What follows belongs to an exercise in optimizing a design on an open flow for small area, a short achievable clock period and few clock cycles; a production flow would make more cautious choices.

==> flow/design.v <==
module pov_core (
    input  wire        clk,
    input  wire        rst,           
    input  wire        cmd_valid,
    input  wire [39:0] cmd_word,
    output reg         cmd_ready,
    output reg         resp_valid,
    output wire [7:0]  resp_code,
    input  wire        tick_valid,
    output reg         tick_ready,
    output reg         led_data,
    output reg         led_clk,
    output reg         led_latch,
    output wire        led_oe,
    output reg  [3:0]  coil,
    output reg  [31:0] step_delay_ms,
    output reg         timer_armed
);
    assign led_oe = 1'b0;
    reg [127:0] ring;           
    reg [3:0]   rot;
    reg         clr;            
    reg [3:0]   write_end, read_front, read_back;
    reg [4:0]   pixel_step;     
    reg         pwrap;          
    reg         pb2;            
    reg [4:0]   highlighted;
    reg         underrun, dneg;
    reg [2:0]   phase_index;
    reg [3:0]   bsh;            
    wire        halted = ~timer_armed;
    reg         busy;
    reg [3:0]   cyc;
    reg         tgo;            
    reg [6:0]   sh;
    reg         cw;             
    reg         cwp;            
    reg         dirp;           
    reg         tgo2;           
    reg         p_ophz;         
    reg [2:0]   p_op;           
    reg         p_zx;           
    reg         p_zf;           
    reg         p_zb1;          
    reg         p_z0h;          
    reg         p_a0;           
    reg         p_neg;          
    reg         p_e0;           
    reg         p_eff;          
    reg         p_elt;          
    reg         p_egt;          
    reg         p_lgt;          
    reg         rc7, rc1, rc0;
    assign resp_code = {rc7, 5'b00000, rc1, rc0};
    reg [24:0]  dm;
    reg [24:0]  dr;
    reg [2:0]   dj;             
    reg         dneg_r;         
    reg         dcy;            
    reg         dtop;           
    reg [5:0]   dcnt;           
    reg         drun;
    reg         dovf;           
    wire cmd_acc  = cmd_valid & cmd_ready;
    wire tick_acc = tick_valid & tick_ready;
    wire c15 = busy & (cyc == 4'd15);
    wire busy_n = tgo | (busy & ~c15);
    wire [3:0] cyc_n = tgo ? 4'd0 : cyc + 4'd1;
    wire       front_on = (pixel_step <= highlighted);
    wire [4:0] back_step = (pixel_step >= 5'd3) ? pixel_step - 5'd3 : pixel_step + 5'd23;
    wire       back_on  = (back_step <= highlighted);
    wire [3:0] fb = (front_on & ~clr) ? {ring[6], ring[4], ring[2], ring[0]} : 4'd0;
    wire [3:0] bb = back_on  ? bsh : 4'd0;
    wire [7:0] frame = {bb[3], fb[3], bb[2], fb[2], bb[1], fb[1], bb[0], fb[0]};
    wire       f_eq_w = (read_front == write_end);
    wire       fadv   = pwrap & ~f_eq_w;
    wire       ur_n   = underrun | (pwrap & f_eq_w);
    wire       badv   = pb2 & ~underrun;    
    reg [3:0] phase_pattern;
    always @(*) begin
        case (phase_index)
            3'd0: phase_pattern = 4'b0001;
            3'd1: phase_pattern = 4'b0011;
            3'd2: phase_pattern = 4'b0010;
            3'd3: phase_pattern = 4'b0110;
            3'd4: phase_pattern = 4'b0100;
            3'd5: phase_pattern = 4'b1100;
            3'd6: phase_pattern = 4'b1000;
            default: phase_pattern = 4'b1001;
        endcase
    end
    wire [7:0]  op  = cmd_word[39:32];
    wire [31:0] arg = cmd_word[31:0];
    wire [7:0]  sp_e = arg[30:23];
    wire        op1 = (op == 8'h01);
    wire        is1 = p_ophz & (p_op == 3'd1);
    wire        is2 = p_ophz & (p_op == 3'd2);
    wire        is3 = p_ophz & (p_op == 3'd3);
    wire        is4 = p_ophz & (p_op == 3'd4);
    wire        is5 = p_ophz & (p_op == 3'd5);
    wire        zhi   = p_zx & p_zf & p_zb1;             
    wire        z31_1 = zhi & p_z0h;                     
    wire        fz    = p_zf & p_zb1 & p_z0h & ~p_a0;    
    wire        sp_ok = ~p_neg & ~p_eff & ~(p_e0 & fz);
    wire        bad = (is1 & ~zhi) |
                      (is2 & ~z31_1) |
                      (is4 & ~sp_ok) |
                      (is5 & ~(z31_1 & ~p_a0));
    wire        illegal = ~(is1 | is2 | is3 | is4 | is5);
    wire        d_push = is1 & zhi;
    wire        d_dir  = is2 & z31_1;
    wire        d_hl   = is3;
    wire        d_hlsat = ~zhi | p_lgt;
    wire        d_sat  = is4 & sp_ok & p_elt;
    wire        d_zero = is4 & sp_ok & p_egt;
    wire        d_div  = is4 & sp_ok & ~p_elt & ~p_egt;
    wire        d_shut = is5 & z31_1 & ~p_a0;
    wire full    = (tgo & fadv) ? (read_front == write_end + 4'd1)
                                : (read_front == write_end + 4'd2);
    wire live    = cmd_acc & ~halted;
    wire push_ok = live & d_push & ~full;
    wire div_go  = live & d_div;
    wire d4      = (dj == 3'd4);
    wire dsat    = drun & d4 & (dcnt == 6'd34) & ~dsum[4];
    wire dlast   = drun & d4 & (dcnt == 6'd2);
    wire [4:0]  da   = {dr[3:0], dtop};
    wire [4:0]  db   = dneg_r ? dm[4:0] : ~dm[4:0];
    wire [5:0]  dsum = {1'b0, da} + {1'b0, db} + {5'd0, dcy};
    wire [7:0] p15d = push_ok ? arg[7:0] : (clr ? 8'd0 : ring[7:0]);
    wire [3:0] rf_n = (tgo & fadv) ? read_front + 4'd1 : read_front;
    wire       bcap = (tgo & badv) ? (rot == read_back + 4'd1)  : (rot == read_back);
    wire div_busy_n = div_go | (drun & ~dlast);    
    wire tslot_n    = ~busy_n | (cyc_n[3:1] == 3'b111);
    wire cmd_rdy_n  = cmd_valid & ~cmd_acc & ~div_busy_n &
                      (~op1 | (rot + 4'd1 == write_end));
    wire tick_rdy_n = tslot_n & ~tick_acc & (rot + 4'd2 == rf_n);
    always @(posedge clk) begin
        ring <= {p15d, ring[127:8]};
        dr   <= cmd_ready ? 25'h0753000 : {dsum[4:0], dr[24:5]};
        dm   <= cmd_ready ? {2'b01, arg[22:0]} : {dm[4:0], dm[24:5]};
        dj   <= (cmd_ready | d4) ? 3'd0 : dj + 3'd1;
        dcy  <= cmd_ready | (d4 ? ~dsum[4] : dsum[5]);
        dtop <= ~cmd_ready & ~d4 & dr[4];
        if (cmd_ready)
            dneg_r <= 1'b0;
        else if (d4)
            dneg_r <= dsum[4];
        if (cmd_ready)
            dcnt <= arg[28:23];
        else if (d4)
            dcnt <= dcnt + 6'd1;
        p_ophz <= (op[7:3] == 5'd0);
        p_op   <= op[2:0];
        p_zx   <= (arg[31:23] == 9'd0);
        p_zf   <= (arg[22:16] == 7'd0);
        p_zb1  <= (arg[15:8] == 8'd0);
        p_z0h  <= (arg[7:1] == 7'd0);
        p_a0   <= arg[0];
        p_neg  <= arg[31];
        p_e0   <= (sp_e == 8'd0);
        p_eff  <= (sp_e == 8'hFF);
        p_elt  <= (sp_e < 8'd98);
        p_egt  <= (sp_e > 8'd130);
        p_lgt  <= (arg[7:0] > 8'd26);
        cyc <= cyc_n;
        if (cmd_acc & ~rst) begin
            if (halted)
                {rc7, rc1, rc0} <= 3'b110;
            else if (d_push & full)
                {rc7, rc1, rc0} <= 3'b001;
            else
                {rc7, rc1, rc0} <= {bad | illegal, 1'b0, bad};
        end
        if (tgo) begin
            cw   <= ~ur_n;
            cwp  <= cw;
            dirp <= dneg;
        end
        if (tgo)
            sh <= frame[6:0];
        else if (busy & cyc[0])
            sh <= {sh[5:0], 1'b0};
        if (rst) begin
            rot           <= 4'd0;
            clr           <= 1'b1;
            write_end     <= 4'd0;
            read_front    <= 4'd0;
            read_back     <= 4'd15;
            pixel_step    <= 5'd0;
            pwrap         <= 1'b0;
            pb2           <= 1'b0;
            highlighted   <= 5'd0;
            underrun      <= 1'b0;
            dneg          <= 1'b0;
            phase_index   <= 3'd0;
            bsh           <= 4'd0;
            timer_armed   <= 1'b1;
            step_delay_ms <= 32'd0;
            busy          <= 1'b0;
            tgo           <= 1'b0;
            tgo2          <= 1'b0;
            led_data      <= 1'b0;
            led_clk       <= 1'b0;
            led_latch     <= 1'b0;
            coil          <= 4'd0;
            cmd_ready     <= 1'b0;
            tick_ready    <= 1'b0;
            resp_valid    <= 1'b0;
            drun          <= 1'b0;
            dovf          <= 1'b0;
        end else begin
            rot <= rot + 4'd1;
            if (rot == 4'd15)
                clr <= 1'b0;
            cmd_ready  <= cmd_rdy_n;
            tick_ready <= tick_rdy_n;
            if (bcap) bsh <= {p15d[7], p15d[5], p15d[3], p15d[1]};
            resp_valid <= (cmd_acc & ~div_go) | dlast | dovf;
            dovf       <= dsat;
            if (push_ok)
                write_end <= write_end + 4'd1;
            if (live & d_dir)
                dneg <= arg[0];
            if (live & d_hl)
                highlighted <= d_hlsat ? 5'd26 : arg[4:0];
            if (live & d_shut)
                timer_armed <= 1'b0;
            if (live & d_sat)
                step_delay_ms <= 32'hFFFF_FFFF;
            else if (live & (d_zero | d_div))
                step_delay_ms <= 32'd0;
            else if (drun & d4)
                step_delay_ms <= {step_delay_ms[30:0], ~dsum[4]};
            if (dovf)
                step_delay_ms <= 32'hFFFF_FFFF;
            if (div_go)
                drun <= 1'b1;
            else if (dlast | dsat)
                drun <= 1'b0;
            tgo <= tick_acc & ~halted & ~(live & d_shut);
            if (tgo) begin
                pixel_step  <= pwrap ? 5'd0 : pixel_step + 5'd1;
                pwrap       <= (pixel_step == 5'd24);
                pb2         <= (pixel_step == 5'd1);
                if (fadv)
                    read_front <= read_front + 4'd1;
                underrun <= ur_n;    
                if (badv)
                    read_back <= read_back + 4'd1;
            end
            if (push_ok)
                underrun <= 1'b0;
            led_latch <= c15;
            busy <= busy_n;
            if (tgo) begin
                led_clk  <= 1'b0;
                led_data <= frame[7];
            end else if (busy) begin
                if (!cyc[0]) begin
                    led_clk <= 1'b1;
                end else begin
                    led_clk <= 1'b0;
                    if (!c15)
                        led_data <= sh[6];
                end
            end
            tgo2 <= tgo;
            if (tgo2)
                phase_index <= dirp ? phase_index - 3'd1 : phase_index + 3'd1;
            if (led_latch & (tgo2 ? cwp : cw))
                coil <= phase_pattern;
        end
    end
endmodule
Settings: LEC_CHECK=0, CAP_MARGIN=20, CORE_MARGIN=2, CORE_UTILIZATION=50, CTS_CLUSTER_DIAMETER=100, CTS_CLUSTER_SIZE=25, PLACE_DENSITY=0.65, SETUP_SLACK_MARGIN=4.0, SLEW_MARGIN=20; clock period 6.5 ns.
standard.sh (not shown) runs the stock make flow with config.mk's settings and CLKGATE_MAP_FILE= SYNTH_SCRIPT=/design/flow/synth_recipe.tcl, a recipe that flattens the netlist after the stock synthesis.
==> flow/flow/run.sh <==
#!/bin/bash
# The standard layout (the standard.sh), with every input and output
# port buffered by a plain buffer cell instead of the default choice.
set -e
export BUFFER_PORTS_ARGS="-buffer_cell sky130_fd_sc_hd__buf_1"
bash standard.sh > standard.log 2>&1
The first run completed without violations.
Next try:
--- a/flow/design.v
+++ b/flow/design.v
@@ -31,15 +31,13 @@
     wire        halted = ~timer_armed;
     reg         busy;
     reg [3:0]   cyc;
     reg         tgo;            
     reg [6:0]   sh;
     reg         cw;             
-    reg         cwp;            
-    reg         dirp;           
-    reg         tgo2;           
+    reg [3:0]   cnext;          
     reg         p_ophz;         
     reg [2:0]   p_op;           
     reg         p_zx;           
     reg         p_zf;           
     reg         p_zb1;          
     reg         p_z0h;          
@@ -58,13 +56,14 @@
     reg         dneg_r;         
     reg         dcy;            
     reg         dtop;           
     reg [5:0]   dcnt;           
     reg         drun;
     reg         dovf;           
-    wire cmd_acc  = cmd_valid & cmd_ready;
+    reg  crdy;
+    wire cmd_acc  = crdy;
     wire tick_acc = tick_valid & tick_ready;
     wire c15 = busy & (cyc == 4'd15);
     wire busy_n = tgo | (busy & ~c15);
     wire [3:0] cyc_n = tgo ? 4'd0 : cyc + 4'd1;
     wire       front_on = (pixel_step <= highlighted);
     wire [4:0] back_step = (pixel_step >= 5'd3) ? pixel_step - 5'd3 : pixel_step + 5'd23;
@@ -133,22 +132,22 @@
     wire tslot_n    = ~busy_n | (cyc_n[3:1] == 3'b111);
     wire cmd_rdy_n  = cmd_valid & ~cmd_acc & ~div_busy_n &
                       (~op1 | (rot + 4'd1 == write_end));
     wire tick_rdy_n = tslot_n & ~tick_acc & (rot + 4'd2 == rf_n);
     always @(posedge clk) begin
         ring <= {p15d, ring[127:8]};
-        dr   <= cmd_ready ? 25'h0753000 : {dsum[4:0], dr[24:5]};
-        dm   <= cmd_ready ? {2'b01, arg[22:0]} : {dm[4:0], dm[24:5]};
-        dj   <= (cmd_ready | d4) ? 3'd0 : dj + 3'd1;
-        dcy  <= cmd_ready | (d4 ? ~dsum[4] : dsum[5]);
-        dtop <= ~cmd_ready & ~d4 & dr[4];
-        if (cmd_ready)
+        dr   <= crdy ? 25'h0753000 : {dsum[4:0], dr[24:5]};
+        dm   <= crdy ? {2'b01, arg[22:0]} : {dm[4:0], dm[24:5]};
+        dj   <= (crdy | d4) ? 3'd0 : dj + 3'd1;
+        dcy  <= crdy | (d4 ? ~dsum[4] : dsum[5]);
+        dtop <= ~crdy & ~d4 & dr[4];
+        if (crdy)
             dneg_r <= 1'b0;
         else if (d4)
             dneg_r <= dsum[4];
-        if (cmd_ready)
+        if (crdy)
             dcnt <= arg[28:23];
         else if (d4)
             dcnt <= dcnt + 6'd1;
         p_ophz <= (op[7:3] == 5'd0);
         p_op   <= op[2:0];
         p_zx   <= (arg[31:23] == 9'd0);
@@ -168,17 +167,16 @@
                 {rc7, rc1, rc0} <= 3'b110;
             else if (d_push & full)
                 {rc7, rc1, rc0} <= 3'b001;
             else
                 {rc7, rc1, rc0} <= {bad | illegal, 1'b0, bad};
         end
-        if (tgo) begin
-            cw   <= ~ur_n;
-            cwp  <= cw;
-            dirp <= dneg;
-        end
+        if (tgo)
+            cw <= ~ur_n;
+        if (c15)
+            cnext <= cw ? phase_pattern : coil;
         if (tgo)
             sh <= frame[6:0];
         else if (busy & cyc[0])
             sh <= {sh[5:0], 1'b0};
         if (rst) begin
             rot           <= 4'd0;
@@ -195,27 +193,29 @@
             phase_index   <= 3'd0;
             bsh           <= 4'd0;
             timer_armed   <= 1'b1;
             step_delay_ms <= 32'd0;
             busy          <= 1'b0;
             tgo           <= 1'b0;
-            tgo2          <= 1'b0;
             led_data      <= 1'b0;
             led_clk       <= 1'b0;
             led_latch     <= 1'b0;
             coil          <= 4'd0;
             cmd_ready     <= 1'b0;
+            crdy          <= 1'b0;
             tick_ready    <= 1'b0;
             resp_valid    <= 1'b0;
             drun          <= 1'b0;
             dovf          <= 1'b0;
         end else begin
             rot <= rot + 4'd1;
             if (rot == 4'd15)
                 clr <= 1'b0;
-            cmd_ready  <= cmd_rdy_n;
+            crdy       <= cmd_rdy_n;
+            cmd_ready  <= cmd_valid & ~cmd_ready & ~div_busy_n &
+                          (~op1 | (rot + 4'd1 == write_end));
             tick_ready <= tick_rdy_n;
             if (bcap) bsh <= {p15d[7], p15d[5], p15d[3], p15d[1]};
             resp_valid <= (cmd_acc & ~div_go) | dlast | dovf;
             dovf       <= dsat;
             if (push_ok)
                 write_end <= write_end + 4'd1;
@@ -236,12 +236,13 @@
             if (div_go)
                 drun <= 1'b1;
             else if (dlast | dsat)
                 drun <= 1'b0;
             tgo <= tick_acc & ~halted & ~(live & d_shut);
             if (tgo) begin
+                phase_index <= dneg ? phase_index - 3'd1 : phase_index + 3'd1;
                 pixel_step  <= pwrap ? 5'd0 : pixel_step + 5'd1;
                 pwrap       <= (pixel_step == 5'd24);
                 pb2         <= (pixel_step == 5'd1);
                 if (fadv)
                     read_front <= read_front + 4'd1;
                 underrun <= ur_n;    
@@ -261,14 +262,11 @@
                 end else begin
                     led_clk <= 1'b0;
                     if (!c15)
                         led_data <= sh[6];
                 end
             end
-            tgo2 <= tgo;
-            if (tgo2)
-                phase_index <= dirp ? phase_index - 3'd1 : phase_index + 3'd1;
-            if (led_latch & (tgo2 ? cwp : cw))
-                coil <= phase_pattern;
+            if (led_latch)
+                coil <= cnext;
         end
     end
 endmodule
Effect: Global-route usage shrinks by 0.48 points. Critical path depth shrinks by 4. Synthesized area grows slightly. Non-clock buffer count shrinks by 7. Wire length shrinks slightly. Setup slack gets better by 0.11 ns.
Function was not checked in any run of this note: the RTL went through the layout flow alone.

-- re-timing with driven ports --
The flow's constraints put no driver on any port. The routed layouts listed below were extracted and timed again, unchanged, in two steps.
Step 1, drivers: a clkbuf_16 drives clk and a buf_2 each remaining input, both assumed.
Step 2 also shifts input and output timing later by t, the mid clock arrival at the registers, as if the neighbouring blocks saw the same clock.
Slacks: ideal ports / drivers / drivers and shift; pairs: ideal ports / drivers.
run | shift t [ns] | setup slack, ns | slew at the worst register clock pin (ns)
the first run | 0.538 | 3.999 / 4.000 / 3.470 | 0.10 / 0.10
the second run | 0.542 | 4.114 / 4.082 / 3.593 | 0.10 / 0.10
After both steps setup and hold are still met in every run listed. For the first run, which loses most, drivers alone change the setup slack by +0.001 ns; drivers and shift together by -0.529 ns.
